From an optimization exercise on the open Yosys and OpenROAD flow, aimed at small area; shortcuts taken in it are not production practice.
No functional check of the RTL was part of any run shown here.
Power is estimated from default activity; no workload was simulated.

File: flow/design.v
module crc32_sbit #(
    parameter TAP = 1'b0
) (
    input  wire s,       
    input  wire s_up,    
    input  wire d,       
    input  wire sh,      
    input  wire clr,     
    input  wire dm,      
    input  wire fb,      
    output wire y
);
    wire keep = (sh ? s_up : s) & ~clr;
    assign y = keep ^ ((d & dm) | (fb & TAP));
endmodule
module crc32_dbit #(
    parameter TAP = 1'b0,
    parameter LD  = 1'b0
) (
    input  wire q,       
    input  wire q_up,    
    input  wire d,       
    input  wire sh,      
    input  wire clr,     
    input  wire ld,      
    input  wire fb,      
    output wire y
);
    wire keep = (sh ? q_up : q) & ~clr;
    assign y = (keep ^ (fb & TAP)) | (d & ld & LD);
endmodule
module crc32_engine (
    input  wire        clk,
    input  wire        rst,
    input  wire        cmd_valid,
    output wire        cmd_ready,
    input  wire [7:0]  cmd,
    input  wire [31:0] din,
    output wire [31:0] dout,
    output wire        err
);
    localparam [31:0] POLY = 32'hEDB88320;
    reg [31:0] sn;        
    reg [31:0] d_q;       
    reg        err_q;     
    reg        ready_q;
    reg [2:0]  op_q;      
    reg [4:0]  cnt_q;     
    wire [3:0] op  = cmd[7:4];
    wire [1:0] n   = cmd[1:0];
    wire legal = (op <= 4'h6) && (cmd[3:2] == 2'b00) &&
                 ((op == 4'h3) || (n == 2'b00));
    wire accept = cmd_valid && ready_q && !rst;
    wire acc_ok = accept && legal;
    wire is_init = (op == 4'h1);
    wire is_load = (op == 4'h2);
    wire is_upd  = (op == 4'h3);
    wire is_tab  = (op == 4'h6);
    wire is_long = (op >= 4'h2);       
    wire sh_s  = (op_q == 3'd2) || (op_q == 3'd3) ||
                 (op_q == 3'd4) || (op_q == 3'd5);
    wire crc_s = (op_q == 3'd3);
    wire inv_s = (op_q == 3'd2);
    wire sh_d  = op_q[2];
    wire crc_d = (op_q == 3'd6);
    wire fin   = op_q[0];
    wire last  = (cnt_q == 5'd31);
    wire       clr_s = rst || (acc_ok && (is_init || is_load));
    wire [3:0] dm;
    assign dm[0] = acc_ok && (is_load || is_upd);
    assign dm[1] = acc_ok && (is_load || (is_upd && n != 2'd0));
    assign dm[2] = acc_ok && (is_load || (is_upd && n[1]));
    assign dm[3] = acc_ok && (is_load || (is_upd && n == 2'd3));
    wire        fb_s    = crc_s && !sn[0] && !rst;
    wire [31:0] sn_nxt  = {sn[0] ^ inv_s, sn[31:1]};
    wire [31:0] sn_d;
    genvar i;
    generate
        for (i = 0; i < 32; i = i + 1) begin : g_s
            crc32_sbit #(.TAP(i < 31 ? POLY[i] : 1'b0)) u_s (
                .s(sn[i]), .s_up(sn_nxt[i]), .d(din[i]), .sh(sh_s),
                .clr(clr_s), .dm(dm[i / 8]), .fb(fb_s), .y(sn_d[i]));
        end
    endgenerate
    always @(posedge clk)
        sn <= sn_d;
    wire        clr_d = rst || (acc_ok && is_tab);
    wire        ld_d  = acc_ok && is_tab;
    wire        fb_d  = crc_d && d_q[0] && !rst;
    wire        d_in  = crc_d ? d_q[0] : (sn[0] ^ !fin);
    wire [31:0] d_nxt = {d_in, d_q[31:1]};
    wire [31:0] d_d;
    generate
        for (i = 0; i < 32; i = i + 1) begin : g_d
            crc32_dbit #(.TAP(i < 31 ? POLY[i] : 1'b0), .LD(i < 8 ? 1'b1 : 1'b0)) u_d (
                .q(d_q[i]), .q_up(d_nxt[i]), .d(din[i]), .sh(sh_d),
                .clr(clr_d), .ld(ld_d), .fb(fb_d), .y(d_d[i]));
        end
    endgenerate
    always @(posedge clk)
        d_q <= d_d;
    always @(posedge clk) begin
        if (rst) begin
            err_q   <= 1'b0;
            ready_q <= 1'b0;
            op_q    <= 3'd0;
        end else if (accept) begin
            if (!legal) err_q <= 1'b1;
            if (legal && is_long) begin
                ready_q <= 1'b0;
                op_q    <= op[2:0];
            end
        end else if (op_q == 3'd0 || last) begin
            ready_q <= 1'b1;
            op_q    <= 3'd0;
        end
    end
    always @(posedge clk)
        cnt_q <= accept ? {~n & {2{is_upd || is_tab}}, 3'b000} : cnt_q + 5'd1;
    assign cmd_ready = ready_q;
    assign dout      = d_q;
    assign err       = err_q;
endmodule
File: flow/flow/run.sh
#!/bin/bash
# Layout: the standard flow (standard.sh), with two changes:
#  - the port buffers are the smallest buffer (buf_1) instead of the
#    buffer_ports default;
#  - clock tree synthesis inserts no dummy load cells.
# Every input and output port still gets its own buffer. The output of the
# whole run goes to flow_run.log in this folder; ORFS keeps each step's log
# under orfs/logs/.
set -euo pipefail
bash standard.sh \
  BUFFER_PORTS_ARGS="-buffer_cell sky130_fd_sc_hd__buf_1" \
  CTS_ARGS="-sink_clustering_enable -repair_clock_nets -dont_use_dummy_load" \
  finish > flow_run.log 2>&1
File: flow/standard.sh
#!/bin/bash
# synth_recipe.tcl (not shown) runs the flow's synth.tcl, then flattens the netlist and writes it again
# the make line also repeats each setting of config.mk as NAME=value (left out here)
make -C /OpenROAD-flow-scripts/flow DESIGN_CONFIG=/design/flow/config.mk WORK_HOME=/design/flow/orfs CLKGATE_MAP_FILE= SYNTH_SCRIPT=/design/flow/synth_recipe.tcl "${@:-finish}"
File: flow/config.mk
export PLATFORM = sky130hd
export DESIGN_NAME = crc32_engine
export DESIGN_NICKNAME = crc32_engine
export VERILOG_FILES = /design/flow/design.v
export SDC_FILE = /design/flow/constraint.sdc
export NUM_CORES = 4
export LEC_CHECK = 0
export CAP_MARGIN = 20
export CORE_MARGIN = 2
export CORE_UTILIZATION = 40
export SLEW_MARGIN = 20
export SYNTH_HIERARCHICAL = 1
export SYNTH_MEMORY_MAX_BITS = 65536
export SYNTH_MINIMUM_KEEP_SIZE = 0
File: flow/constraint.sdc
create_clock -name core_clock -period 8.0 [get_ports {clk}]
set_input_delay 1.6000 -clock core_clock [delete_from_list [all_inputs] [get_ports {clk}]]
set_output_delay 1.6000 -clock core_clock [all_outputs]
set_load 0.01 [all_outputs]
==> flow_metrics.tcl, run 1 <==
set metrics [dict create \
    io_buffers 76 \
    postCtsSetupRepairBufs 0 \
    grt_pass1_vias 2495 \
    worstPathRequired_ps 8220 \
    first_iter_violations 74 \
    skew_ps 25.7 \
    fin_cells 551 \
    reg2reg_depth 6 \
    grt.total_usage_pct 16.6 \
    place_congestion 0.755 \
    post_drt_wl_per_cell_um 13.0 \
    layout_common_cells "buf_1, dfxtp_1, mux2i_1, nor2_1" \
    timing.setup.tns_ps 0 \
    grt_setup_unrepaired "no" \
    synth_flop_cell "dfxtp_1" \
    row_count 33 \
    drive_gt1_share_pct 6.28 \
    antenna_found_initial 0 \
    critPathMaxFanout 10 \
    avgSynthCellArea_sq_um 9.51 \
    post_cts_resized 0 \
    drtPass1Iterations 4 \
    nNetsFinal 493 \
    status "no timing/DRC/antenna violations" \
    end_kind "register" \
    h-tree-depth 3 \
    grt_remaining_overflow 0 \
    r2r_slack_ps 5580 \
    slew_headroom_pct 48.6 \
    synth_compound_area_share_pct 7.06 \
    die_w_um 96.3 \
    clock_path_buffers 2 \
    cts_tree "yes" \
    synthAdderAreaFrac_pct 0.735 \
    r2r-end "sn[20]" \
    critPathLaunch "cmd[4]" \
    reg2reg_from "op_q[2]" \
    final_max_slew_viol_count 0 \
    clk_pin_slew_worst_paths_ps 60 \
    p_per_area_nw_per_um2 164 \
    clk_latency_ps 350 \
    yosys.area.top_type "dfxtp_1" \
    viasPerCell 4.87 \
    ios 77 \
    ys_types 34 \
    core_area_sq_um 8220 \
    grt_start_max_net_pins 41 \
    cap_violations 0 \
    hold_viol_final 0 \
    synth_fp_nets 403 \
    hold_class "register to register" \
    ys_seq_area_share_pct 43.5 \
    cts_root_buffer "clkbuf_8" \
    syn_inst 358 \
    setup_violations 0 \
    synth.mux.area_fraction_pct 19.3 \
    crit_type "input pin to register" \
    timing.hold.ws_ps 442 \
    irDropWorstVdd_mv 0.0878 \
    synthSimpleGateAreaFrac_pct 15.1 \
    tightest_slew_ps 770 \
    routed_wl_um 7170 \
    total_power_uw 655 \
    drc 0 \
    ys_ff_latch 74 \
    yosysWarnings 7 \
    start_util_pct 41.4 \
    antennaDiodeCount 0 \
    endpoint "sn[8]" \
    period_needed_ps 3480 \
    fin_crit_sh_pct 43.5 \
    ctsHoldBuffers 0 \
    layout_commonest_cell "buf_1" \
    vias 2684 \
    dp_hpwl_um 4980 \
    drtAntennaViolNets 0 \
    async_reset_ff_share_pct 0 \
    netlist_area_sq_um 3400 \
    die_area_sq_um 9270 \
    syn2layout_area_growth_pct 17.6 \
    ys_top_cells_by_area "dfxtp_1, mux2i_1, xnor2_1, nor2_1, nand2_1" \
    critPathLaunchType "input pin" \
    post-route-util_pct 48.7 \
    fmax_ghz 0.288 \
    dp.cells 542 \
    cts_made_buffers 9 \
    crit_arrival_ps 3690 \
    synth-edff-count 0 \
    synth_top_area_share_pct 43.5 \
    p_leak_uw 0.00136 \
    synth_top_family_by_area "multiplexers" \
    grt_pass1_wl_um 12000 \
    cts_sinks 74 \
    fp.dieH_um 96.3 \
    synth-xor-area-share_pct 12.9 \
]
-- logic make-up (layout without fill, tap and decap cells) --
logic type / after synthesis / count (layout)
AND/OR/NAND/NOR: 118 / 118
flip-flops: 74 / 74
multiplexers: 65 / 65
XOR/XNOR: 50 / 50
AO/OA/AOI/OAI: 40 / 40
buffers and inverters: 9 / 97
adder cells (fa/ha/maj): 2 / 2
-- sequential cells by signal (all words and copies together) (netlist names) --
signal / flops
d_q: 32
ready_q: 1
sn: 32
op_q: 3
cnt_q: 5
err_q: 1
-- worst min path at each step --
| stage | start | end | slack, ps | cells past startpoint |
|---|---|---|---|---|
| 2_1_floorplan | cnt_q[0] | cnt_q[0] | 420 | 1 |
| 3_3_place_gp | cnt_q[0] | cnt_q[0] | 430 | 1 |
| 3_5_place_dp | cnt_q[0] | cnt_q[0] | 440 | 1 |
| 4_1_cts | cnt_q[0] | cnt_q[0] | 450 | 1 |
| 5_1_grt | cnt_q[0] | cnt_q[0] | 470 | 1 |
| 6_report | cnt_q[0] | cnt_q[0] | 440 | 1 |
-- metal layers --
layer / wire length [um] / up-vias / part of all wire, % / track usage, %
met5: 0 / - / 0 / 0
met4: 95 / 0 / 1.3 / 6.07
met3: 622 / 10 / 8.7 / 6.73
li1: - / 1398 / - / -
met1: 3490 / 1202 / 49 / 22.1
met2: 2960 / 74 / 41 / 24.0
-- cells in the mapped netlist (5+ instances only) --
library cell	number
mux2i_1	64
xnor2_1	36
nor2_1	60
nand3_1	8
a21oi_1	19
o21ai_1	7
nand2_1	37
dfxtp_1	74
inv_1	5
o21ai_0	5
xor2_1	14
-- cell type report --
class / count / area (sq um)
multi-input combinational: 275 / 1910
inverter: 6 / 22.5
sequential: 74 / 1480
fill: 822 / 4210
timing repair buffer: 82 / 330
tap: 105 / 131
clock buffer: 9 / 124
-- critical path: stages --
cell	delay [ps]
buf_1	380
o2bb2ai_1	180
and4b_1	340
nand3_1	190
a31oi_1	620
a21oi_1	200
xnor2_1	180
-- power by group --
part | switching [uW] | total, uW | internal (uW) | leakage, uW
registers | 7.37 | 388 | 380 | 0.000598
logic | 26.9 | 49.5 | 22.7 | 0.000696
clock network | 117 | 218 | 100 | 0.0000647
-- through the flow --
stage / area (sq um) / worst slack, ps
after floorplan: 3400 / 2720
after global placement: 3880 / 4170
after detailed placement: 3880 / 4120
after CTS: 4000 / 4470
after global routing: 4010 / 4340
final: 4010 / 4520
==> run 2: changes to the inputs <==
--- a/flow/design.v
+++ b/flow/design.v
@@ -4,29 +4,29 @@
     input  wire s,       
     input  wire s_up,    
     input  wire d,       
-    input  wire sh,      
-    input  wire clr,     
+    input  wire p,       
+    input  wire q,       
     input  wire dm,      
     input  wire fb,      
     output wire y
 );
-    wire keep = (sh ? s_up : s) & ~clr;
+    wire keep = (p & s_up) | (q & s);
     assign y = keep ^ ((d & dm) | (fb & TAP));
 endmodule
 module crc32_dbit #(
     parameter TAP = 1'b0,
     parameter LD  = 1'b0
 ) (
+    input  wire o,       
+    input  wire o_up,    
+    input  wire d,       
+    input  wire p,       
     input  wire q,       
-    input  wire q_up,    
-    input  wire d,       
-    input  wire sh,      
-    input  wire clr,     
     input  wire ld,      
     input  wire fb,      
     output wire y
 );
-    wire keep = (sh ? q_up : q) & ~clr;
+    wire keep = (p & o_up) | (q & o);
     assign y = (keep ^ (fb & TAP)) | (d & ld & LD);
 endmodule
 module crc32_engine (
@@ -72,14 +72,16 @@
     assign dm[2] = acc_ok && (is_load || (is_upd && n[1]));
     assign dm[3] = acc_ok && (is_load || (is_upd && n == 2'd3));
     wire        fb_s    = crc_s && !sn[0] && !rst;
+    wire        p_s     = sh_s && !rst;             
+    wire        q_s     = !sh_s && !clr_s;          
     wire [31:0] sn_nxt  = {sn[0] ^ inv_s, sn[31:1]};
     wire [31:0] sn_d;
     genvar i;
     generate
         for (i = 0; i < 32; i = i + 1) begin : g_s
             crc32_sbit #(.TAP(i < 31 ? POLY[i] : 1'b0)) u_s (
-                .s(sn[i]), .s_up(sn_nxt[i]), .d(din[i]), .sh(sh_s),
-                .clr(clr_s), .dm(dm[i / 8]), .fb(fb_s), .y(sn_d[i]));
+                .s(sn[i]), .s_up(sn_nxt[i]), .d(din[i]), .p(p_s),
+                .q(q_s), .dm(dm[i / 8]), .fb(fb_s), .y(sn_d[i]));
         end
     endgenerate
     always @(posedge clk)
@@ -87,14 +89,16 @@
     wire        clr_d = rst || (acc_ok && is_tab);
     wire        ld_d  = acc_ok && is_tab;
     wire        fb_d  = crc_d && d_q[0] && !rst;
+    wire        p_d   = sh_d && !rst;
+    wire        q_d   = !sh_d && !clr_d;
     wire        d_in  = crc_d ? d_q[0] : (sn[0] ^ !fin);
     wire [31:0] d_nxt = {d_in, d_q[31:1]};
     wire [31:0] d_d;
     generate
         for (i = 0; i < 32; i = i + 1) begin : g_d
             crc32_dbit #(.TAP(i < 31 ? POLY[i] : 1'b0), .LD(i < 8 ? 1'b1 : 1'b0)) u_d (
-                .q(d_q[i]), .q_up(d_nxt[i]), .d(din[i]), .sh(sh_d),
-                .clr(clr_d), .ld(ld_d), .fb(fb_d), .y(d_d[i]));
+                .o(d_q[i]), .o_up(d_nxt[i]), .d(din[i]), .p(p_d),
+                .q(q_d), .ld(ld_d), .fb(fb_d), .y(d_d[i]));
         end
     endgenerate
     always @(posedge clk)
==> flow_metrics.tcl, run 2 <==
set metrics [dict create \
    status "no timing/DRC/antenna violations" \
    antenna_found_initial 0 \
    syn2layout_area_growth_pct 18.3 \
    reg2reg_depth 6 \
    clk_latency_ps 340 \
    post_drt_wl_per_cell_um 14.7 \
    netlist_area_sq_um 3260 \
    die_area_sq_um 8890 \
    yosys.area.top_type "dfxtp_1" \
    fp.dieH_um 94.3 \
    p_leak_uw 0.00124 \
    end_kind "register" \
    ys_ff_latch 74 \
    final_max_slew_viol_count 0 \
    grt_setup_unrepaired "no" \
    dp.cells 476 \
    routed_wl_um 7130 \
    critical_path_buf_inv_count 1 \
    cts_made_buffers 9 \
    place_ws_ps 4250 \
    period_needed_ps 3440 \
    drtAntennaViolNets 0 \
    critPathLaunchType "input pin" \
    grt_pass1_wl_um 11600 \
    ctsHoldBuffers 0 \
    row_count 32 \
    vias 2544 \
    clk_pin_slew_worst_paths_ps 60 \
    crit_type "input pin to register" \
    post-route-worst-setup-slack_ps 4560 \
    ys_top_cells_by_count "dfxtp_1, a22oi_2, xor2_1, nand2_1, a21oi_1" \
    reg2reg_from "ready_q" \
    cap_violations 0 \
    setup_violations 0 \
    syn_inst 296 \
    critPathMostFrequentCell "a21oi_1" \
    ys_top_cells_by_area "dfxtp_1, a22oi_2, xor2_1, xnor2_1, a22o_1" \
    r2r_slack_ps 5750 \
    dp_hpwl_um 4830 \
    p_per_area_nw_per_um2 170 \
    clock_path_buffers 2 \
    drive_gt1_share_pct 18.2 \
    die_w_um 94.3 \
    critPathMaxFanout 9 \
    synth_top_area_share_pct 45.5 \
    skew_ps 31.1 \
    layout_common_cells "buf_1, dfxtp_1, a22oi_2, xor2_1, nand2_1" \
    grt_pass1_vias 2500 \
    tightest_slew_ps 720 \
    timing.setup.tns_ps 0 \
    first_iter_violations 110 \
    io_buffers 76 \
    endpoint "sn[21]" \
    grt.total_usage_pct 16.5 \
    cts_tree "yes" \
    place_congestion 0.819 \
    crit_chain "buf_1, o2bb2ai_1, nand4_4, or3_4, a21oi_1, a21oi_1, xor2_1" \
    cts_root_buffer "clkbuf_8" \
    largestRegisters "d_q: 32 flops, sn: 32 flops, cnt_q: 5 flops" \
    grt_start_max_net_pins 34 \
    grt_remaining_overflow 0 \
    hold_class "register to register" \
    cpPeakStageDelay_ps 510 \
    antennaDiodeCount 0 \
    fmax_ghz 0.291 \
    synth-edff-count 0 \
    ys_seq_area_share_pct 45.5 \
    post_cts_resized 0 \
    core_area_sq_um 7810 \
    yosysWarnings 7 \
    ios 77 \
    async_reset_ff_share_pct 0 \
    viasPerCell 5.23 \
    fin_cells 486 \
    postCtsSetupRepairBufs 0 \
    cp_num_cells 7 \
    start_util_pct 41.7 \
    hold_viol_final 0 \
    timing.hold.ws_ps 447 \
    synth_flop_cell "dfxtp_1" \
    path_delay_family "compound AO/OA/AOI/OAI gates" \
    cts_sinks 74 \
    nNetsFinal 431 \
    r2r-end "sn[21]" \
    fin_crit_sh_pct 43.0 \
    drc 0 \
    synth_fp_nets 341 \
    layout_commonest_cell "buf_1" \
    crit_arrival_ps 3650 \
    ys_types 39 \
    critPathLaunch "cmd[4]" \
    irDropWorstVdd_mv 0.103 \
    h-tree-depth 3 \
    avgSynthCellArea_sq_um 11.0 \
    slew_headroom_pct 52.0 \
    drtPass1Iterations 4 \
    slowest_stage "a21oi_1" \
    worstPathRequired_ps 8210 \
    synth.most_common_cell "dfxtp_1" \
]
==> run 2: cell types whose count changed after synthesis, moves of 5 or more <==
| cell | delta |
|---|---|
| nor2_1 | -53 |
| a22o_1 | +12 |
| mux2i_1 | -63 |
| inv_1 | +8 |
| xnor2_1 | -21 |
| a222oi_1 | +7 |
| o21ai_1 | -7 |
| nand3_1 | -5 |
| nand2_1 | -9 |
| a22oi_2 | +45 |
| xor2_1 | +21 |
==> run 2: power breakdown <==
| group | switching (uW) | leakage [uW] | internal [uW] |
|---|---|---|---|
| sequential | 6.85 | 0.000598 | 381 |
| combinational | 28.6 | 0.000573 | 20.5 |
| clock | 117 | 0.0000647 | 100 |
==> run 2: how the worst min path moves through the flow <==
stage               slack [ps]  depth (start not counted)        to      from
floorplan                  420                          1  cnt_q[0]  cnt_q[0]
global placement           440                          1  cnt_q[0]  cnt_q[0]
detailed placement         440                          1  cnt_q[0]  cnt_q[0]
CTS                        450                          1  cnt_q[0]  cnt_q[0]
global route               480                          1  cnt_q[0]  cnt_q[0]
finish                     450                          1  cnt_q[0]  cnt_q[0]
==> run 2: area by class of cell <==
class | instances | area (sq um)
Tap cell | 102 | 128
Multi-Input combinational cell | 206 | 1730
Fill cell | 760 | 3950
Timing Repair Buffer | 82 | 343
Clock buffer | 9 | 124
Inverter | 13 | 48.8
Sequential cell | 74 | 1480
==> run 2: kinds of logic after synthesis <==
| group | after synthesis | share of synthesized area, % |
|---|---|---|
| adders and majority gates | 2 | 0.768 |
| DFF | 74 | 45.5 |
| AOI/OAI and AO/OA | 95 | 28.5 |
| muxes | 2 | 0.653 |
| and+or+nand+nor | 57 | 9.02 |
| xor gates and xnor gates | 50 | 13.4 |
| buffers and inverters | 16 | 2.19 |
==> run 2: metrics by stage <==
step	power [uW]	util, %	instance area, sq um
finish	654	49.4	3850
global route	687	49.4	3850
CTS	663	49.1	3830
detailed placement	445	47.5	3710
global placement	445	47.5	3710
floorplan	426	-	3260
==> run 2: per-layer routing <==
metal / track usage [%] / vias up / wire length [um]
li1: - / 1264 / -
met1: 20.7 / 1203 / 3280
met2: 26.3 / 67 / 3220
met3: 5.38 / 10 / 526
met4: 6.28 / 0 / 97
met5: 0 / - / 0
==> run 3: changes to the inputs <==
==> flow/flow/run.sh (replaced) <==
#!/bin/bash
# Layout: the standard flow (standard.sh), with these changes:
#  - after floorplan, every combinational cell is sized down to the smallest
#    cell of its function (flow/downsize.tcl); repair_design and
#    repair_timing size up again where needed;
#  - the port buffers are the smallest buffer (buf_1) instead of the
#    buffer_ports default;
#  - clock tree synthesis inserts no dummy load cells.
# Every input and output port still gets its own buffer. The output of the
# whole run goes to flow_run.log in this folder; ORFS keeps each step's log
# under orfs/logs/.
set -euo pipefail
here=$(pwd)
bash standard.sh \
  POST_FLOORPLAN_TCL="$here/flow/downsize.tcl" \
  BUFFER_PORTS_ARGS="-buffer_cell sky130_fd_sc_hd__buf_1" \
  CTS_ARGS="-sink_clustering_enable -repair_clock_nets -dont_use_dummy_load" \
  finish > flow_run.log 2>&1
==> flow/flow/downsize.tcl (new file) <==
# Hook run after floorplan (POST_FLOORPLAN_TCL): size every combinational
# cell down to the smallest cell of the same function (same name, lower
# drive). Later steps (repair_design, repair_timing) size up again where the
# slew, capacitance or timing limits call for it.
set db [ord::get_db]
set block [ord::get_db_block]
proc is_dont_use { name } {
  foreach pat $::env(DONT_USE_CELLS) {
    if { [string match $pat $name] } { return 1 }
  }
  return 0
}
set count 0
foreach inst [$block getInsts] {
  set master [$inst getMaster]
  set name [$master getName]
  if { ![regexp {^(sky130_fd_sc_hd__[a-z0-9]+)_([0-9]+)$} $name -> base size] } { continue }
  if { [regexp {df|dl|clk|tap|conb|fill|decap|diode} $base] } { continue }
  set best $name
  set best_area [expr { [$master getWidth] * [$master getHeight] }]
  foreach s { 0 1 2 4 } {
    set cand ${base}_$s
    if { $cand eq $name || [is_dont_use $cand] } { continue }
    set cm [$db findMaster $cand]
    if { $cm == "NULL" } { continue }
    set area [expr { [$cm getWidth] * [$cm getHeight] }]
    if { $area < $best_area } {
      set best $cand
      set best_area $area
    }
  }
  if { $best ne $name } {
    replace_cell [$inst getName] $best
    incr count
  }
}
puts "downsize.tcl: sized down $count cells"
==> flow_metrics.tcl, run 3 <==
set metrics [dict create \
    status "no timing/DRC/antenna violations" \
    ys_top_cells_by_area "dfxtp_1, a22oi_2, xor2_1, xnor2_1, a22o_1" \
    synth.most_common_cell "dfxtp_1" \
    synth_flop_cell "dfxtp_1" \
    ys_ff_latch 74 \
    yosys.area.top_type "dfxtp_1" \
    place_ws_ps 4090 \
    ctsHoldBuffers 0 \
    post-route-worst-setup-slack_ps 4420 \
    routed_wl_um 6900 \
    final_max_slew_viol_count 0 \
    cts_tree "yes" \
    synth_top_area_share_pct 45.5 \
    hold_viol_final 0 \
    postCtsSetupRepairBufs 0 \
    layout_commonest_cell "buf_1" \
    design_area_sq_um 3570 \
    irDropWorstVdd_mv 0.116 \
    first_iter_violations 121 \
    fp.dieH_um 94.3 \
    ys_seq_area_share_pct 45.5 \
    die_w_um 94.3 \
    hold_class "register to register" \
    yosysWarnings 7 \
    syn_inst 296 \
    cts_made_buffers 9 \
    skew_ps 9.62 \
    slew_headroom_pct 34.5 \
    drive_gt1_share_pct 5.22 \
    setup_violations 0 \
    slowest_stage "a31oi_1" \
    largestRegisters "d_q: 32 flops, sn: 32 flops, cnt_q: 5 flops" \
    grt_remaining_overflow 0 \
    ys_top_cells_by_count "dfxtp_1, a22oi_2, xor2_1, nand2_1, a21oi_1" \
    start_util_pct 41.7 \
    h-tree-depth 3 \
    ys_types 39 \
    antenna_found_initial 0 \
    reg2reg_depth 6 \
    async_reset_ff_share_pct 0 \
    io_buffers 76 \
    critPathLaunchType "input pin" \
    crit_arrival_ps 3790 \
    cts_sinks 74 \
    ios 77 \
    syn2layout_area_growth_pct 9.64 \
    post_cts_resized 0 \
    grt_start_max_net_pins 34 \
    tightest_slew_ps 982 \
    avgSynthCellArea_sq_um 11.0 \
    synth-edff-count 0 \
    worstPathRequired_ps 8210 \
    nFillCells 792 \
    drtPass1Iterations 5 \
    critPathMaxFanout 8 \
    p_per_area_nw_per_um2 182 \
    vias 2519 \
    p_leak_uw 0.00121 \
    crit_chain "buf_1, and3b_1, nand4_1, or3_1, a31oi_1, a21oi_1, xor2_1" \
    viasPerCell 5.19 \
    crit_type "input pin to register" \
    cts_root_buffer "clkbuf_8" \
    core_area_sq_um 7810 \
    cpPeakStageDelay_ps 560 \
    netlist_area_sq_um 3260 \
    multiInputGateArea_sq_um 1470 \
    timing.hold.ws_ps 465 \
    end_kind "register" \
    clk_latency_ps 340 \
    drtAntennaViolNets 0 \
    fin_crit_sh_pct 44.7 \
    timing.setup.tns_ps 0 \
    antennaDiodeCount 0 \
    clk_pin_slew_worst_paths_ps 60 \
    hold_depth 1 \
    grt_pass1_wl_um 11300 \
    period_needed_ps 3580 \
    nNetsFinal 430 \
    layout_common_cells "buf_1, dfxtp_1, a22oi_1, xor2_1, nand2_1" \
    grt.total_usage_pct 16.0 \
    fmax_ghz 0.280 \
    clock_path_buffers 2 \
    cap_violations 0 \
    grt_pass1_vias 2428 \
    synth_fp_nets 341 \
    dpl-instance-area_sq_um 3450 \
    dp_hpwl_um 4740 \
    drc 0 \
    row_count 32 \
    grt_setup_unrepaired "no" \
    place_congestion 0.775 \
    die_area_sq_um 8890 \
    register_area_sq_um 1480 \
    post_drt_wl_per_cell_um 14.2 \
]
run 3: worst paths after layout:
kind	end	slack [ps]	start
setup / recovery	sn[15]	4420	rst
setup reg to reg	sn[15]	5560	ready_q
hold reg to reg	cnt_q[0]	470	cnt_q[0]
hold / removal	cnt_q[0]	470	cnt_q[0]
run 3: power by group:
group	switching [uW]	internal (uW)	leakage, uW
registers	7.46	381	0.000598
logic	25.0	19.9	0.000547
clock network	115	100	0.0000647
run 3: layer usage:
| layer | vias to the layer above | routed length, um | track usage, % |
|---|---|---|---|
| li1 | 1259 | - | - |
| met1 | 1176 | 3260 | 20.7 |
| met2 | 76 | 2980 | 24.0 |
| met3 | 8 | 583 | 6.98 |
| met4 | 0 | 75 | 4.95 |
| met5 | - | 0 | 0 |
run 3: stage by stage:
step	utilization (%)	total power, uW	cells
2_1_floorplan	-	426	296
3_3_place_gp	44.2	441	476
3_5_place_dp	44.2	441	476
4_1_cts	45.8	658	485
5_1_grt	45.8	678	485
6_report	45.8	649	485
run 3: cell families (layout without fill, tap and decap cells):
logic type                 count (synthesis)  in the layout  synth area share, %
and+or+nand+nor                           57             57                 9.02
muxes                                      2              2                0.653
xor gates and xnor gates                  50             50                 13.4
DFF                                       74             74                 45.5
AOI/OAI and AO/OA                         95             95                 28.5
buffers and inverters                     16            103                 2.19
adders and majority gates                  2              2                0.768
run 3: layout make-up:
class | instances | share of cell area [%]
Clock buffer | 9 | 3.47
Inverter | 13 | 1.37
Multi-Input combinational cell | 206 | 41.1
Sequential cell | 74 | 41.5
Tap cell | 102 | 3.57
Timing Repair Buffer | 81 | 9.03
run 3: critical path: cells and delay by family:
kind            cells  cell delay [ps]
simple gates        3             1110
compound gates      2              720
buf+inv             1              180
xor+xnor            1              180
==> run 4: changes to the inputs <==
--- a/flow/flow/run.sh
+++ b/flow/flow/run.sh
@@ -14,5 +14,5 @@
 bash standard.sh \
   POST_FLOORPLAN_TCL="$here/flow/downsize.tcl" \
   BUFFER_PORTS_ARGS="-buffer_cell sky130_fd_sc_hd__buf_1" \
-  CTS_ARGS="-sink_clustering_enable -repair_clock_nets -dont_use_dummy_load" \
+  CTS_ARGS="-sink_clustering_enable -repair_clock_nets -dont_use_dummy_load -buf_list sky130_fd_sc_hd__clkbuf_8 -sink_clustering_size 40 -sink_clustering_max_diameter 200" \
   finish > flow_run.log 2>&1
==> flow_metrics.tcl, run 4 <==
set metrics [dict create \
    r2r-end "sn[15]" \
    min_to "cnt_q[0]" \
    synth_compound_area_share_pct 28.5 \
    syn_inst 296 \
    synth_fp_nets 341 \
    antenna_found_initial 0 \
    ys_top_cells_by_area "dfxtp_1, a22oi_2, xor2_1, xnor2_1, a22o_1" \
    p_int_uw 501 \
    slowest_stage "a31oi_1" \
    synth_top_area_share_pct 45.5 \
    avgSynthCellArea_sq_um 11.0 \
    ys_top_cells_by_count "dfxtp_1, a22oi_2, xor2_1, nand2_1, a21oi_1" \
    cts_tree "yes" \
    p_leak_uw 0.00121 \
    clk_pin_slew_worst_paths_ps 60 \
    layout_commonest_cell "buf_1" \
    critPathLaunch "rst" \
    clk_latency_ps 340 \
    row_count 32 \
    worstPathRequired_ps 8210 \
    drtAntennaViolNets 0 \
    reg2reg_depth 6 \
    critPathMaxFanout 8 \
    slew_headroom_pct 34.5 \
    cts_root_buffer "clkbuf_8" \
    skew_ps 9.62 \
    hold_depth 1 \
    postCtsSetupRepairBufs 0 \
    post_drt_wl_per_cell_um 14.2 \
    drtPass1Iterations 5 \
    switching_share_pct 22.8 \
    fin_cells 485 \
    ys_ff_latch 74 \
    fin_crit_sh_pct 44.7 \
    die_area_sq_um 8890 \
    grt_pass1_vias 2428 \
    h-tree-depth 3 \
    fp.dieH_um 94.3 \
    yosys.area.top_type "dfxtp_1" \
    synth-xor-area-share_pct 13.4 \
    setup_violations 0 \
    hp-start "cnt_q[0]" \
    synth.mux.area_fraction_pct 0.653 \
    viasPerCell 5.19 \
    crit_type "input pin to register" \
    first_iter_violations 121 \
    timing.setup.tns_ps 0 \
    hold_class "register to register" \
    cts_made_buffers 9 \
    grt.total_usage_pct 16.0 \
    pwr-share-comb_pct 6.9 \
    r2r_slack_ps 5560 \
    nFillCells 792 \
    antennaDiodeCount 0 \
    post_cts_resized 0 \
    start_util_pct 41.7 \
    tightest_slew_ps 982 \
    grt_start_max_net_pins 34 \
    critPathLaunchType "input pin" \
    routed_wl_um 6900 \
    cts_sinks 74 \
    synth-edff-count 0 \
    total_power_uw 649 \
    vias 2519 \
    crit_chain "buf_1, and3b_1, nand4_1, or3_1, a31oi_1, a21oi_1, xor2_1" \
    fmax_ghz 0.280 \
    yosysWarnings 7 \
    cpPeakStageDelay_ps 560 \
    dp.cells 476 \
    hold_viol_final 0 \
    power_frac_seq_pct 59.8 \
    syn2layout_area_growth_pct 9.64 \
    drive_gt1_share_pct 5.22 \
    netlist_area_sq_um 3260 \
    synth_top_family_by_area "compound AO/OA/AOI/OAI gates" \
    ys_types 39 \
    period_needed_ps 3580 \
    reg2reg_from "ready_q" \
    die_w_um 94.3 \
    clock_path_buffers 2 \
    async_reset_ff_share_pct 0 \
    cap_violations 0 \
    grt_pass1_wl_um 11300 \
    clkPwrFrac_pct 33.3 \
    nNetsFinal 430 \
    drc 0 \
    synth_flop_cell "dfxtp_1" \
    status "no timing/DRC/antenna violations" \
    grt_setup_unrepaired "no" \
    io_buffers 76 \
    place_congestion 0.775 \
    crit_arrival_ps 3790 \
    end_kind "register" \
    irDropWorstVdd_mv 0.116 \
    ys_seq_area_share_pct 45.5 \
    synth.most_common_cell "dfxtp_1" \
    synthSimpleGateAreaFrac_pct 9.02 \
    synthAdderAreaFrac_pct 0.768 \
    largestRegisters "d_q: 32 flops, sn: 32 flops, cnt_q: 5 flops" \
    grt_remaining_overflow 0 \
    ios 77 \
    dp_hpwl_um 4740 \
    ctsHoldBuffers 0 \
    layout_common_cells "buf_1, dfxtp_1, a22oi_1, xor2_1, nand2_1" \
    core_area_sq_um 7810 \
    p_sw_uw 148 \
    final_max_slew_viol_count 0 \
    p_per_area_nw_per_um2 182 \
]
==> run 4: layout make-up <==
cell class	instances	area, sq um	share of cell area [%]
multi-input cells	206	1470	41.1
flip-flops and latches	74	1480	41.5
repair buffers	81	323	9.03
inverters	13	48.8	1.37
well taps	102	128	3.57
clock buffers	9	124	3.47
==> run 4: power by group through the flow <==
stage / combinational (uW) / sequential, uW / clock [uW]
2_1_floorplan: 31.0 / 395 / 0
3_3_place_gp: 45.2 / 396 / 0
3_5_place_dp: 44.8 / 396 / 0
4_1_cts: 45.3 / 388 / 225
5_1_grt: 51.5 / 390 / 237
6_report: 44.9 / 388 / 216
==> run 4: logic make-up after synthesis <==
logic type,Yosys count
adder cells (fa/ha/maj),2
AO/OA/AOI/OAI,95
multiplexers,2
XOR/XNOR,50
flip-flops,74
buffers and inverters,16
AND/OR/NAND/NOR,57
==> run 4: metrics by stage <==
step | cell area (sq um) | worst slack, ps | hold slack, ps | utilization [%]
global placement | 3450 | 4140 | 453 | 44.2
detailed placement | 3450 | 4090 | 455 | 44.2
floorplan | 3260 | 3120 | 417 | -
global route | 3570 | 4140 | 503 | 45.8
finish | 3570 | 4420 | 465 | 45.8
CTS | 3570 | 4440 | 470 | 45.8
==> run 4: critical path: cells and delay by family <==
| family | cells | cell delay, ps |
|---|---|---|
| simple gates | 3 | 1110 |
| compound gates | 2 | 720 |
| buf+inv | 1 | 180 |
| xor+xnor | 1 | 180 |
==> run 4: worst max-delay path by stage <==
stage	slack, ps	endpoint	cells past startpoint
detailed placement	4090	sn[15]	7
global placement	4140	sn[8]	7
CTS	4440	sn[15]	7
finish	4420	sn[15]	7
floorplan	3120	d_q[15]	7
global route	4140	sn[14]	7
==> run 4: layer usage <==
layer	vias to the layer above	track usage [%]	routed length (um)
met5	-	0	0
met4	0	4.95	75
met3	8	6.98	583
met2	76	24.0	2980
met1	1176	20.7	3260
li1	1259	-	-
==> run 5: changes to the inputs <==
--- a/flow/flow/run.sh
+++ b/flow/flow/run.sh
@@ -14,5 +14,5 @@
 bash standard.sh \
   POST_FLOORPLAN_TCL="$here/flow/downsize.tcl" \
   BUFFER_PORTS_ARGS="-buffer_cell sky130_fd_sc_hd__buf_1" \
-  CTS_ARGS="-sink_clustering_enable -repair_clock_nets -dont_use_dummy_load -buf_list sky130_fd_sc_hd__clkbuf_8 -sink_clustering_size 40 -sink_clustering_max_diameter 200" \
+  CTS_ARGS="-sink_clustering_enable -repair_clock_nets -dont_use_dummy_load -buf_list sky130_fd_sc_hd__clkbuf_16 -sink_clustering_size 80 -sink_clustering_max_diameter 500" \
   finish > flow_run.log 2>&1
==> flow_metrics.tcl, run 5 <==
set metrics [dict create \
    status "no timing/DRC/antenna violations" \
    register_area_sq_um 1480 \
    fmax_ghz 0.278 \
    synth-edff-count 0 \
    post_cts_resized 0 \
    yosysWarnings 7 \
    cts_sinks 74 \
    multiInputGateArea_sq_um 1470 \
    grt_start_max_net_pins 34 \
    drc 0 \
    synth.most_common_cell "dfxtp_1" \
    routed_wl_um 6950 \
    row_count 32 \
    post_drt_wl_per_cell_um 14.3 \
    slew_headroom_pct 33.4 \
    cap_violations 0 \
    critPathMaxFanout 9 \
    die_w_um 94.3 \
    io_buffers 76 \
    netlist_area_sq_um 3260 \
    clock_path_buffers 2 \
    async_reset_ff_share_pct 0 \
    nFillCells 783 \
    dp_hpwl_um 4740 \
    power_frac_seq_pct 51.2 \
    critical_path_buf_inv_count 1 \
    hold_depth 1 \
    hold_class "register to register" \
    critPathLaunchType "input pin" \
    grt_remaining_overflow 0 \
    place_congestion 0.775 \
    reg2reg_depth 6 \
    timing.setup.tns_ps 0 \
    syn_inst 296 \
    avgSynthCellArea_sq_um 11.0 \
    crit_arrival_ps 3790 \
    end_kind "register" \
    postCtsSetupRepairBufs 0 \
    ys_top_cells_by_count "dfxtp_1, a22oi_2, xor2_1, nand2_1, a21oi_1" \
    layout_common_cells "buf_1, dfxtp_1, a22oi_1, xor2_1, nand2_1" \
    ys_seq_area_share_pct 45.5 \
    h-tree-depth 3 \
    irDropWorstVdd_mv 0.143 \
    antennaDiodeCount 0 \
    synth_top_area_share_pct 45.5 \
    crit_type "input pin to register" \
    path_delay_family "compound AO/OA/AOI/OAI gates" \
    ys_ff_latch 74 \
    worstPathRequired_ps 8190 \
    clk_pin_slew_worst_paths_ps 50 \
    nNetsFinal 430 \
    crit_chain "buf_1, o2bb2ai_1, nand4_1, or3_1, a31oi_1, a21oi_1, xor2_1" \
    first_iter_violations 123 \
    layout_commonest_cell "buf_1" \
    cp_num_cells 7 \
    drtAntennaViolNets 0 \
    yosys.area.top_type "dfxtp_1" \
    skew_ps 8.06 \
    post-route-util_pct 47.1 \
    grt_pass1_vias 2426 \
    cts_tree "yes" \
    period_needed_ps 3600 \
    antenna_found_initial 0 \
    clkPwrFrac_pct 42.9 \
    die_area_sq_um 8890 \
    drive_gt1_share_pct 5.22 \
    setup_violations 0 \
    p_sw_uw 162 \
    switching_share_pct 21.3 \
    cpPeakStageDelay_ps 560 \
    cts_root_buffer "clkbuf_16" \
    grt_pass1_wl_um 11400 \
    hold_viol_final 0 \
    fin_crit_sh_pct 45.0 \
    p_per_area_nw_per_um2 207 \
    vias 2502 \
    grt_setup_unrepaired "no" \
    start_util_pct 41.7 \
    ys_types 39 \
    cts_made_buffers 9 \
    viasPerCell 5.16 \
    synth_flop_cell "dfxtp_1" \
    ctsHoldBuffers 0 \
    grt.total_usage_pct 16.3 \
    final_max_slew_viol_count 0 \
    drtPass1Iterations 5 \
    tightest_slew_ps 999 \
    clk_latency_ps 320 \
    p_leak_uw 0.00126 \
    pwr-share-comb_pct 5.9 \
    syn2layout_area_growth_pct 12.7 \
    synth_fp_nets 341 \
    p_int_uw 598 \
    ios 77 \
    ys_top_cells_by_area "dfxtp_1, a22oi_2, xor2_1, xnor2_1, a22o_1" \
    slowest_stage "a31oi_1" \
    core_area_sq_um 7810 \
    fp.dieH_um 94.3 \
    largestRegisters "d_q: 32 flops, sn: 32 flops, cnt_q: 5 flops" \
]
[run 5: cell counts after synthesis]
No cell type changed its count.
[run 5: stage by stage]
stage	hold WS [ps]	area [sq um]	setup WS, ps	total power [uW]	std cells
floorplan	417	3260	3120	426	296
global placement	453	3450	4140	441	476
detailed placement	455	3450	4090	441	476
CTS	467	3670	4420	769	485
global route	499	3670	4120	791	485
finish	465	3670	4400	760	485
[run 5: final cells by class]
type                       count  share of cell area [%]
timing repair buffer          81                    8.78
inverter                      13                    1.33
multi-input combinational    206                    40.0
clock buffer                   9                    6.13
tap                          102                    3.47
sequential                    74                    40.3
[run 5: worst paths after layout]
check	to	from	slack (ps)
hold reg to reg	cnt_q[0]	cnt_q[0]	470
setup / recovery	sn[15]	cmd[4]	4400
setup reg to reg	sn[15]	ready_q	5560
hold / removal	cnt_q[0]	cnt_q[0]	470
[run 5: power groups by stage]
| stage | Sequential [uW] | Clock [uW] | Combinational [uW] |
|---|---|---|---|
| floorplan | 395 | 0 | 31.0 |
| global placement | 396 | 0 | 45.2 |
| detailed placement | 396 | 0 | 44.8 |
| CTS | 389 | 335 | 45.3 |
| global route | 390 | 350 | 51.6 |
| finish | 389 | 326 | 44.9 |
[run 5: cells by family (layout without fill, tap and decap cells)]
group	count (synthesis)	count (layout)	share of synthesized area (%)
buf+inv	16	103	2.19
xor+xnor	50	50	13.4
compound gates	95	95	28.5
mux	2	2	0.653
fa+ha+maj	2	2	0.768
simple gates	57	57	9.02
flops	74	74	45.5
[run 5: metal layers]
metal	wire (um)	up-vias	GRT usage, %
met3	599	4	7.46
li1	-	1263	-
met5	0	-	0
met1	3300	1161	21.4
met2	3000	74	24.0
met4	44	0	4.95
[run 5: worst register-to-register path, cell delays in order, from the launching register on]
cell and delay [ps]:
dfxtp_1 380, and3b_1 290, nand4_1 280, or3_1 460, a31oi_1 560, a21oi_1 170, xor2_1 180
==> run 6: changes to the inputs <==
--- a/flow/flow/run.sh
+++ b/flow/flow/run.sh
@@ -14,5 +14,5 @@
 bash standard.sh \
   POST_FLOORPLAN_TCL="$here/flow/downsize.tcl" \
   BUFFER_PORTS_ARGS="-buffer_cell sky130_fd_sc_hd__buf_1" \
-  CTS_ARGS="-sink_clustering_enable -repair_clock_nets -dont_use_dummy_load -buf_list sky130_fd_sc_hd__clkbuf_16 -sink_clustering_size 80 -sink_clustering_max_diameter 500" \
+  CTS_ARGS="-sink_clustering_enable -repair_clock_nets -dont_use_dummy_load -buf_list sky130_fd_sc_hd__clkbuf_4" \
   finish > flow_run.log 2>&1
==> flow_metrics.tcl, run 6 <==
set metrics [dict create \
    multiInputGateArea_sq_um 1470 \
    skew_ps 18.8 \
    synth-edff-count 0 \
    nFillCells 803 \
    fmax_ghz 0.284 \
    ys_ff_latch 74 \
    place_congestion 0.775 \
    die_w_um 94.3 \
    core_area_sq_um 7810 \
    die_area_sq_um 8890 \
    final_max_slew_viol_count 0 \
    layout_common_cells "buf_1, dfxtp_1, a22oi_1, xor2_1, nand2_1" \
    post_drt_wl_per_cell_um 14.1 \
    grt_pass1_vias 2418 \
    dpl-instance-area_sq_um 3450 \
    crit_chain "buf_1, and3b_1, nand4_1, or3_1, a31oi_1, a21oi_1, xor2_1" \
    yosysWarnings 7 \
    netlist_area_sq_um 3260 \
    cap_violations 0 \
    p_leak_uw 0.00119 \
    timing.hold.ws_ps 476 \
    crit_arrival_ps 3800 \
    post-route-util_pct 45.0 \
    cpPeakStageDelay_ps 570 \
    clk_latency_ps 400 \
    io_buffers 76 \
    async_reset_ff_share_pct 0 \
    first_iter_violations 129 \
    pwr-share-comb_pct 7.6 \
    endpoint "sn[15]" \
    hold_class "register to register" \
    grt_remaining_overflow 0 \
    ys_seq_area_share_pct 45.5 \
    vias 2520 \
    cp_num_cells 7 \
    drtAntennaViolNets 0 \
    postCtsSetupRepairBufs 0 \
    post-route-worst-setup-slack_ps 4470 \
    irDropWorstVdd_mv 0.104 \
    clk_pin_slew_worst_paths_ps 90 \
    synth_fp_nets 341 \
    power_frac_seq_pct 65.4 \
    fin_crit_sh_pct 44.1 \
    r2r-end "sn[15]" \
    drc 0 \
    slew_headroom_pct 34.8 \
    reg2reg_depth 6 \
    drtPass1Iterations 4 \
    h-tree-depth 3 \
    setup_violations 0 \
    syn_inst 296 \
    start_util_pct 41.7 \
    drive_gt1_share_pct 5.22 \
    avgSynthCellArea_sq_um 11.0 \
    period_needed_ps 3530 \
    grt_start_max_net_pins 34 \
    routed_wl_um 6860 \
    crit_type "input pin to register" \
    register_area_sq_um 1480 \
    slowest_stage "a31oi_1" \
    synth_top_area_share_pct 45.5 \
    post_cts_resized 0 \
    grt.total_usage_pct 16.1 \
    worstPathRequired_ps 8270 \
    clock_path_buffers 2 \
    clkPwrFrac_pct 27.1 \
    p_int_uw 453 \
    ys_types 39 \
    nNetsFinal 430 \
    critPathLaunchType "input pin" \
    layout_commonest_cell "buf_1" \
    cts_tree "yes" \
    syn2layout_area_growth_pct 7.91 \
    ys_top_cells_by_count "dfxtp_1, a22oi_2, xor2_1, nand2_1, a21oi_1" \
    largestRegisters "d_q: 32 flops, sn: 32 flops, cnt_q: 5 flops" \
    antenna_found_initial 0 \
    hold_viol_final 0 \
    p_sw_uw 140 \
    path_delay_family "simple AND/OR/NAND/NOR gates" \
    r2r_slack_ps 5540 \
    critPathLaunch "rst" \
    end_kind "register" \
    dp_hpwl_um 4740 \
    grt_setup_unrepaired "no" \
    tightest_slew_ps 978 \
    p_per_area_nw_per_um2 169 \
    design_area_sq_um 3520 \
    ios 77 \
    cts_made_buffers 9 \
    ys_top_cells_by_area "dfxtp_1, a22oi_2, xor2_1, xnor2_1, a22o_1" \
    critical_path_buf_inv_count 1 \
    antennaDiodeCount 0 \
    fp.dieH_um 94.3 \
    synth.most_common_cell "dfxtp_1" \
    cts_sinks 74 \
    cts_root_buffer "clkbuf_4" \
    viasPerCell 5.20 \
    switching_share_pct 23.7 \
    reg2reg_from "ready_q" \
    status "no timing/DRC/antenna violations" \
    grt_pass1_wl_um 11300 \
    critPathMaxFanout 8 \
    ctsHoldBuffers 0 \
    row_count 32 \
    place_ws_ps 4090 \
    yosys.area.top_type "dfxtp_1" \
    synth_flop_cell "dfxtp_1" \
    timing.setup.tns_ps 0 \
]
-- run 6: cell counts after synthesis --
Identical to the previous run, type by type.
-- run 6: layer usage --
metal  vias to the layer above  global-route usage, %  part of all wire, %
li1                       1262                      -                    -
met1                      1178                   20.9                   47
met2                        74                   24.2                   44
met3                         6                   7.70                  8.7
met4                         0                   3.50                 0.89
met5                         -                      0                    0
-- run 6: how the worst min path moves through the flow --
stage / slack (ps) / depth (start not counted) / endpoint / from
after floorplan: 420 / 1 / cnt_q[0] / cnt_q[0]
after global placement: 450 / 1 / cnt_q[0] / cnt_q[0]
after detailed placement: 460 / 1 / cnt_q[0] / cnt_q[0]
after CTS: 480 / 1 / cnt_q[0] / cnt_q[0]
after global routing: 510 / 1 / cnt_q[0] / cnt_q[0]
final: 480 / 1 / cnt_q[0] / cnt_q[0]
-- run 6: area by class of cell --
type / count / area share (%)
Multi-Input combinational cell: 206 / 41.8
Tap cell: 102 / 3.63
Sequential cell: 74 / 42.1
Clock buffer: 9 / 1.92
Inverter: 13 / 1.39
Timing Repair Buffer: 81 / 9.18
-- run 6: power groups by stage --
stage | clock network (uW) | registers (uW) | logic [uW]
after global placement | 0 | 396 | 45.2
final | 160 | 388 | 44.8
after floorplan | 0 | 395 | 31.0
after detailed placement | 0 | 396 | 44.8
after CTS | 169 | 388 | 45.3
after global routing | 181 | 390 | 51.6
-- run 6: cells by family (layout without fill, tap and decap cells) --
| logic type | count (synthesis) | in the layout | synth area share, % |
|---|---|---|---|
| multiplexers | 2 | 2 | 0.653 |
| AND/OR/NAND/NOR | 57 | 57 | 9.02 |
| AO/OA/AOI/OAI | 95 | 95 | 28.5 |
| flip-flops | 74 | 74 | 45.5 |
| adder cells (fa/ha/maj) | 2 | 2 | 0.768 |
| XOR/XNOR | 50 | 50 | 13.4 |
| buffers and inverters | 16 | 103 | 2.19 |
-- run 6: per-stage QoR --
| stage | power, uW | std cells |
|---|---|---|
| after floorplan | 426 | 296 |
| after detailed placement | 441 | 476 |
| after global placement | 441 | 476 |
| after global routing | 623 | 485 |
| final | 593 | 485 |
| after CTS | 602 | 485 |
==> run 7: changes to the inputs <==
--- a/flow/flow/run.sh
+++ b/flow/flow/run.sh
@@ -14,5 +14,5 @@
 bash standard.sh \
   POST_FLOORPLAN_TCL="$here/flow/downsize.tcl" \
   BUFFER_PORTS_ARGS="-buffer_cell sky130_fd_sc_hd__buf_1" \
-  CTS_ARGS="-sink_clustering_enable -repair_clock_nets -dont_use_dummy_load -buf_list sky130_fd_sc_hd__clkbuf_4" \
+  CTS_ARGS="-sink_clustering_enable -repair_clock_nets -dont_use_dummy_load -buf_list sky130_fd_sc_hd__clkbuf_8 -sink_clustering_size 30 -sink_clustering_max_diameter 200 -sink_clustering_levels 1" \
   finish > flow_run.log 2>&1
==> flow_metrics.tcl, run 7 <==
set metrics [dict create \
    status "no timing/DRC/antenna violations" \
    switching_share_pct 22.8 \
    fin_crit_sh_pct 44.7 \
    cts_tree "yes" \
    layout_common_cells "buf_1, dfxtp_1, a22oi_1, xor2_1, nand2_1" \
    nNetsFinal 430 \
    first_iter_violations 121 \
    grt_start_max_net_pins 34 \
    start_util_pct 41.7 \
    total_power_uw 649 \
    pwr-share-comb_pct 6.9 \
    synth_flop_cell "dfxtp_1" \
    irDropWorstVdd_mv 0.116 \
    async_reset_ff_share_pct 0 \
    vias 2519 \
    fmax_ghz 0.280 \
    post_drt_wl_per_cell_um 14.2 \
    drtPass1Iterations 5 \
    syn2layout_area_growth_pct 9.64 \
    ctsHoldBuffers 0 \
    clock_path_buffers 2 \
    p_sw_uw 148 \
    fp.dieH_um 94.3 \
    design_area_sq_um 3570 \
    h-tree-depth 3 \
    power_frac_seq_pct 59.8 \
    grt_pass1_wl_um 11300 \
    cts_root_buffer "clkbuf_8" \
    yosys.area.top_type "dfxtp_1" \
    postCtsSetupRepairBufs 0 \
    die_area_sq_um 8890 \
    syn_inst 296 \
    crit_type "input pin to register" \
    ys_ff_latch 74 \
    critPathMaxFanout 8 \
    cts_sinks 74 \
    clkPwrFrac_pct 33.3 \
    ys_top_cells_by_area "dfxtp_1, a22oi_2, xor2_1, xnor2_1, a22o_1" \
    dp_hpwl_um 4740 \
    slowest_stage "a31oi_1" \
    ys_top_cells_by_count "dfxtp_1, a22oi_2, xor2_1, nand2_1, a21oi_1" \
    netlist_area_sq_um 3260 \
    slew_headroom_pct 34.5 \
    cap_violations 0 \
    crit_arrival_ps 3790 \
    largestRegisters "d_q: 32 flops, sn: 32 flops, cnt_q: 5 flops" \
    timing.setup.tns_ps 0 \
    ys_seq_area_share_pct 45.5 \
    antennaDiodeCount 0 \
    synth.most_common_cell "dfxtp_1" \
    hold_viol_final 0 \
    clk_pin_slew_worst_paths_ps 60 \
    cts_made_buffers 9 \
    period_needed_ps 3580 \
    synth_top_area_share_pct 45.5 \
    yosysWarnings 7 \
    clk_latency_ps 340 \
    io_buffers 76 \
    ios 77 \
    dpl-instance-area_sq_um 3450 \
    die_w_um 94.3 \
    synth-edff-count 0 \
    drive_gt1_share_pct 5.22 \
    setup_violations 0 \
    viasPerCell 5.19 \
    end_kind "register" \
    antenna_found_initial 0 \
    grt_pass1_vias 2428 \
    place_congestion 0.775 \
    core_area_sq_um 7810 \
    tightest_slew_ps 982 \
    routed_wl_um 6900 \
    synth_fp_nets 341 \
    synth-xor-area-share_pct 13.4 \
    drtAntennaViolNets 0 \
    cpPeakStageDelay_ps 560 \
    avgSynthCellArea_sq_um 11.0 \
    row_count 32 \
    skew_ps 9.62 \
    grt_remaining_overflow 0 \
    final_max_slew_viol_count 0 \
    timing.hold.ws_ps 465 \
    p_leak_uw 0.00121 \
    ys_types 39 \
    post_cts_resized 0 \
    hold_class "register to register" \
    p_per_area_nw_per_um2 182 \
    worstPathRequired_ps 8210 \
    grt.total_usage_pct 16.0 \
    synth_compound_area_share_pct 28.5 \
    synthSimpleGateAreaFrac_pct 9.02 \
    critPathLaunchType "input pin" \
    synthAdderAreaFrac_pct 0.768 \
    synth_top_family_by_area "compound AO/OA/AOI/OAI gates" \
    drc 0 \
    grt_setup_unrepaired "no" \
    layout_commonest_cell "buf_1" \
    synth.mux.area_fraction_pct 0.653 \
    crit_chain "buf_1, and3b_1, nand4_1, or3_1, a31oi_1, a21oi_1, xor2_1" \
    p_int_uw 501 \
]
-- run 7: worst paths after layout --
path                  from        to  slack [ps]  cells after the start
hold / removal    cnt_q[0]  cnt_q[0]         470                      1
setup reg to reg   ready_q    sn[15]        5560                      6
setup / recovery       rst    sn[15]        4420                      7
hold reg to reg   cnt_q[0]  cnt_q[0]         470                      1
-- run 7: power groups by stage --
stage / logic, uW / clock network, uW / registers [uW]
global route: 51.5 / 237 / 390
floorplan: 31.0 / 0 / 395
detailed placement: 44.8 / 0 / 396
finish: 44.9 / 216 / 388
global placement: 45.2 / 0 / 396
CTS: 45.3 / 225 / 388
-- run 7: cells by family after synthesis --
| group | count (synthesis) |
|---|---|
| compound gates | 95 |
| flops | 74 |
| simple gates | 57 |
| xor+xnor | 50 |
| buf+inv | 16 |
| mux | 2 |
| fa+ha+maj | 2 |
-- run 7: worst max-delay path, delay by kind of cell --
kind / cells / cell delay (ps)
buffers and inverters: 1 / 180
AOI/OAI and AO/OA: 2 / 720
and+or+nand+nor: 3 / 1110
xor gates and xnor gates: 1 / 180
-- run 7: cell type report --
class                      instances  area (sq um)
clock buffer                       9           124
fill                             792          4230
inverter                          13          48.8
multi-input combinational        206          1470
sequential                        74          1480
tap                              102           128
timing repair buffer              81           323
-- run 7: per-layer routing --
metal,GRT usage [%],up-vias,share of wire [%]
met5,0,-,0
met4,4.95,0,1.1
met3,6.98,8,8.5
met2,24.0,76,43
met1,20.7,1176,47
li1,-,1259,-
-- run 7: stage by stage --
stage	utilization [%]	setup slack, ps	std cells
global placement	44.2	4140	476
detailed placement	44.2	4090	476
global route	45.8	4140	485
floorplan	-	3120	296
finish	45.8	4420	485
CTS	45.8	4440	485
==> run 8: changes to the inputs <==
==> flow/flow/run.sh (replaced) <==
#!/bin/bash
# Layout: the standard flow (standard.sh), with these changes:
#  - after floorplan, every combinational cell is sized down to the smallest
#    cell of its function (flow/downsize.tcl); repair_design and
#    repair_timing size up again where needed;
#  - the port buffers are the smallest buffer (buf_1) instead of the
#    buffer_ports default;
#  - clock tree synthesis uses clkbuf_4 and clkbuf_8 and inserts no dummy
#    load cells.
# Every input and output port still gets its own buffer. The output of the
# whole run goes to flow_run.log in this folder; ORFS keeps each step's log
# under orfs/logs/.
set -euo pipefail
here=$(pwd)
bash standard.sh \
  POST_FLOORPLAN_TCL="$here/flow/downsize.tcl" \
  BUFFER_PORTS_ARGS="-buffer_cell sky130_fd_sc_hd__buf_1" \
  CTS_ARGS="-sink_clustering_enable -repair_clock_nets -dont_use_dummy_load -buf_list {sky130_fd_sc_hd__clkbuf_4 sky130_fd_sc_hd__clkbuf_8}" \
  finish > flow_run.log 2>&1
==> flow_metrics.tcl, run 8 <==
set metrics [dict create \
    status "no timing/DRC/antenna violations" \
    dp_hpwl_um 4740 \
    timing.setup.tns_ps 0 \
    ios 77 \
    final_max_slew_viol_count 0 \
    grt_setup_unrepaired "no" \
    drtAntennaViolNets 0 \
    crit_arrival_ps 3790 \
    synth-edff-count 0 \
    syn_inst 296 \
    clk_pin_slew_worst_paths_ps 60 \
    post-route-util_pct 45.8 \
    setup_violations 0 \
    drtPass1Iterations 5 \
    viasPerCell 5.19 \
    fmax_ghz 0.280 \
    nNetsFinal 430 \
    row_count 32 \
    first_iter_violations 121 \
    async_reset_ff_share_pct 0 \
    ys_ff_latch 74 \
    h-tree-depth 3 \
    worstPathRequired_ps 8210 \
    grt_pass1_wl_um 11300 \
    synth_flop_cell "dfxtp_1" \
    postCtsSetupRepairBufs 0 \
    end_kind "register" \
    avgSynthCellArea_sq_um 11.0 \
    grt_remaining_overflow 0 \
    ctsHoldBuffers 0 \
    synth_fp_nets 341 \
    period_needed_ps 3580 \
    syn2layout_area_growth_pct 9.64 \
    vias 2519 \
    drc 0 \
    reg2reg_from "ready_q" \
    hp-start "cnt_q[0]" \
    layout_commonest_cell "buf_1" \
    clock_path_buffers 2 \
    cts_root_buffer "clkbuf_8" \
    netlist_area_sq_um 3260 \
    fp.dieH_um 94.3 \
    skew_ps 9.62 \
    core_area_sq_um 7810 \
    cts_tree "yes" \
    io_buffers 76 \
    reg2reg_depth 6 \
    r2r_slack_ps 5560 \
    synth.most_common_cell "dfxtp_1" \
    timing.hold.ws_ps 465 \
    hold_viol_final 0 \
    cts_sinks 74 \
    ys_types 39 \
    post_drt_wl_per_cell_um 14.2 \
    hold_class "register to register" \
    hold_depth 1 \
    tightest_slew_ps 982 \
    p_leak_uw 0.00121 \
    critPathMaxFanout 8 \
    place_congestion 0.775 \
    r2r-end "sn[15]" \
    layout_common_cells "buf_1, dfxtp_1, a22oi_1, xor2_1, nand2_1" \
    drive_gt1_share_pct 5.22 \
    grt.total_usage_pct 16.0 \
    antennaDiodeCount 0 \
    cts_made_buffers 9 \
    fin_crit_sh_pct 44.7 \
    ys_top_cells_by_area "dfxtp_1, a22oi_2, xor2_1, xnor2_1, a22o_1" \
    antenna_found_initial 0 \
    ys_top_cells_by_count "dfxtp_1, a22oi_2, xor2_1, nand2_1, a21oi_1" \
    min_to "cnt_q[0]" \
    crit_type "input pin to register" \
    ys_seq_area_share_pct 45.5 \
    grt_pass1_vias 2428 \
    cap_violations 0 \
    grt_start_max_net_pins 34 \
    die_area_sq_um 8890 \
    post_cts_resized 0 \
    routed_wl_um 6900 \
    synth_top_area_share_pct 45.5 \
    start_util_pct 41.7 \
    p_per_area_nw_per_um2 182 \
    irDropWorstVdd_mv 0.116 \
    yosys.area.top_type "dfxtp_1" \
    die_w_um 94.3 \
    critPathLaunchType "input pin" \
    clk_latency_ps 340 \
    yosysWarnings 7 \
    slew_headroom_pct 34.5 \
    largestRegisters "d_q: 32 flops, sn: 32 flops, cnt_q: 5 flops" \
]
## run 8: logic make-up after synthesis
logic type	count (synthesis)	synth area share (%)
adder cells (fa/ha/maj)	2	0.768
flip-flops	74	45.5
AND/OR/NAND/NOR	57	9.02
multiplexers	2	0.653
XOR/XNOR	50	13.4
AO/OA/AOI/OAI	95	28.5
buffers and inverters	16	2.19
## run 8: layout make-up
type | instances | area, sq um
Tap cell | 102 | 128
Multi-Input combinational cell | 206 | 1470
Clock buffer | 9 | 124
Sequential cell | 74 | 1480
Inverter | 13 | 48.8
Fill cell | 792 | 4230
Timing Repair Buffer | 81 | 323
## run 8: through the flow
stage | cells | setup WS (ps) | total power, uW | area (sq um)
after floorplan | 296 | 3120 | 426 | 3260
after global placement | 476 | 4140 | 441 | 3450
after detailed placement | 476 | 4090 | 441 | 3450
after CTS | 485 | 4440 | 658 | 3570
after global routing | 485 | 4140 | 678 | 3570
final | 485 | 4420 | 649 | 3570
## run 8: worst max-delay path by stage
stage | from | endpoint | slack [ps] | cells after the start
6_report | rst | sn[15] | 4420 | 7
3_5_place_dp | cmd[4] | sn[15] | 4090 | 7
5_1_grt | rst | sn[14] | 4140 | 7
2_1_floorplan | cmd[4] | d_q[15] | 3120 | 7
3_3_place_gp | cmd[4] | sn[8] | 4140 | 7
4_1_cts | rst | sn[15] | 4440 | 7
## run 8: layer usage
metal | global-route usage, % | vias to the layer above | share of wire [%]
met3 | 6.98 | 8 | 8.5
met4 | 4.95 | 0 | 1.1
met1 | 20.7 | 1176 | 47
met5 | 0 | - | 0
met2 | 24.0 | 76 | 43
li1 | - | 1259 | -
## run 8: critical path, stage by stage
cell,delay (ps)
buf_1,180
and3b_1,370
nand4_1,280
or3_1,460
a31oi_1,560
a21oi_1,160
xor2_1,180
## run 8: power breakdown
group | switching [uW] | internal [uW]
Combinational | 25.0 | 19.9
Clock | 115 | 100
Sequential | 7.46 | 381

separate check: timing with driven ports:
In the flow no input, the clock included, has a driving cell. The finished layouts below were timed again as built, in two steps.
Step 1: set_driving_cell puts a clkbuf_16 on clk and a buf_2 on each other input, an assumption about the parent block.
Step 2 adds t to the input delays and takes it off the output delays; t is the mean of the earliest and latest rising clock arrival at the registers after step 1. Input paths then give back, and output paths get back, about the clock's delay inside the block.
a / b / c = ideal ports / drivers / drivers and shift; a / b = the first two.
| run | t, ns | setup WS [ns] | worst hold slack (ns) | worst setup path at the end | latest minus earliest clock arrival (ns) |
|---|---|---|---|---|---|
| run 1 | 0.365 | 4.522 / 4.529 / 4.164 | 0.442 / 0.442 / 0.442 | input to register | 0.026 / 0.025 |
| run 2 | 0.359 | 4.559 / 4.566 / 4.207 | 0.447 / 0.447 / 0.447 | input to register | 0.031 / 0.031 |
| run 3 | 0.362 | 4.423 / 4.431 / 4.069 | 0.465 / 0.465 / 0.465 | input to register | 0.010 / 0.010 |
| run 4 | 0.362 | 4.423 / 4.431 / 4.069 | 0.465 / 0.465 / 0.465 | input to register | 0.010 / 0.010 |
| run 5 | 0.352 | 4.400 / 4.412 / 4.060 | 0.465 / 0.465 / 0.465 | input to register | 0.008 / 0.008 |
| run 6 | 0.419 | 4.474 / 4.481 / 4.061 | 0.476 / 0.476 / 0.476 | input to register | 0.019 / 0.019 |
| run 7 | 0.362 | 4.423 / 4.431 / 4.069 | 0.465 / 0.465 / 0.465 | input to register | 0.010 / 0.010 |
| run 8 | 0.362 | 4.423 / 4.431 / 4.069 | 0.465 / 0.465 / 0.465 | input to register | 0.010 / 0.010 |
After both steps every run listed still meets setup and hold. For run 6, which loses most, drivers alone change the setup slack by +0.007 ns; drivers and shift together by -0.413 ns.
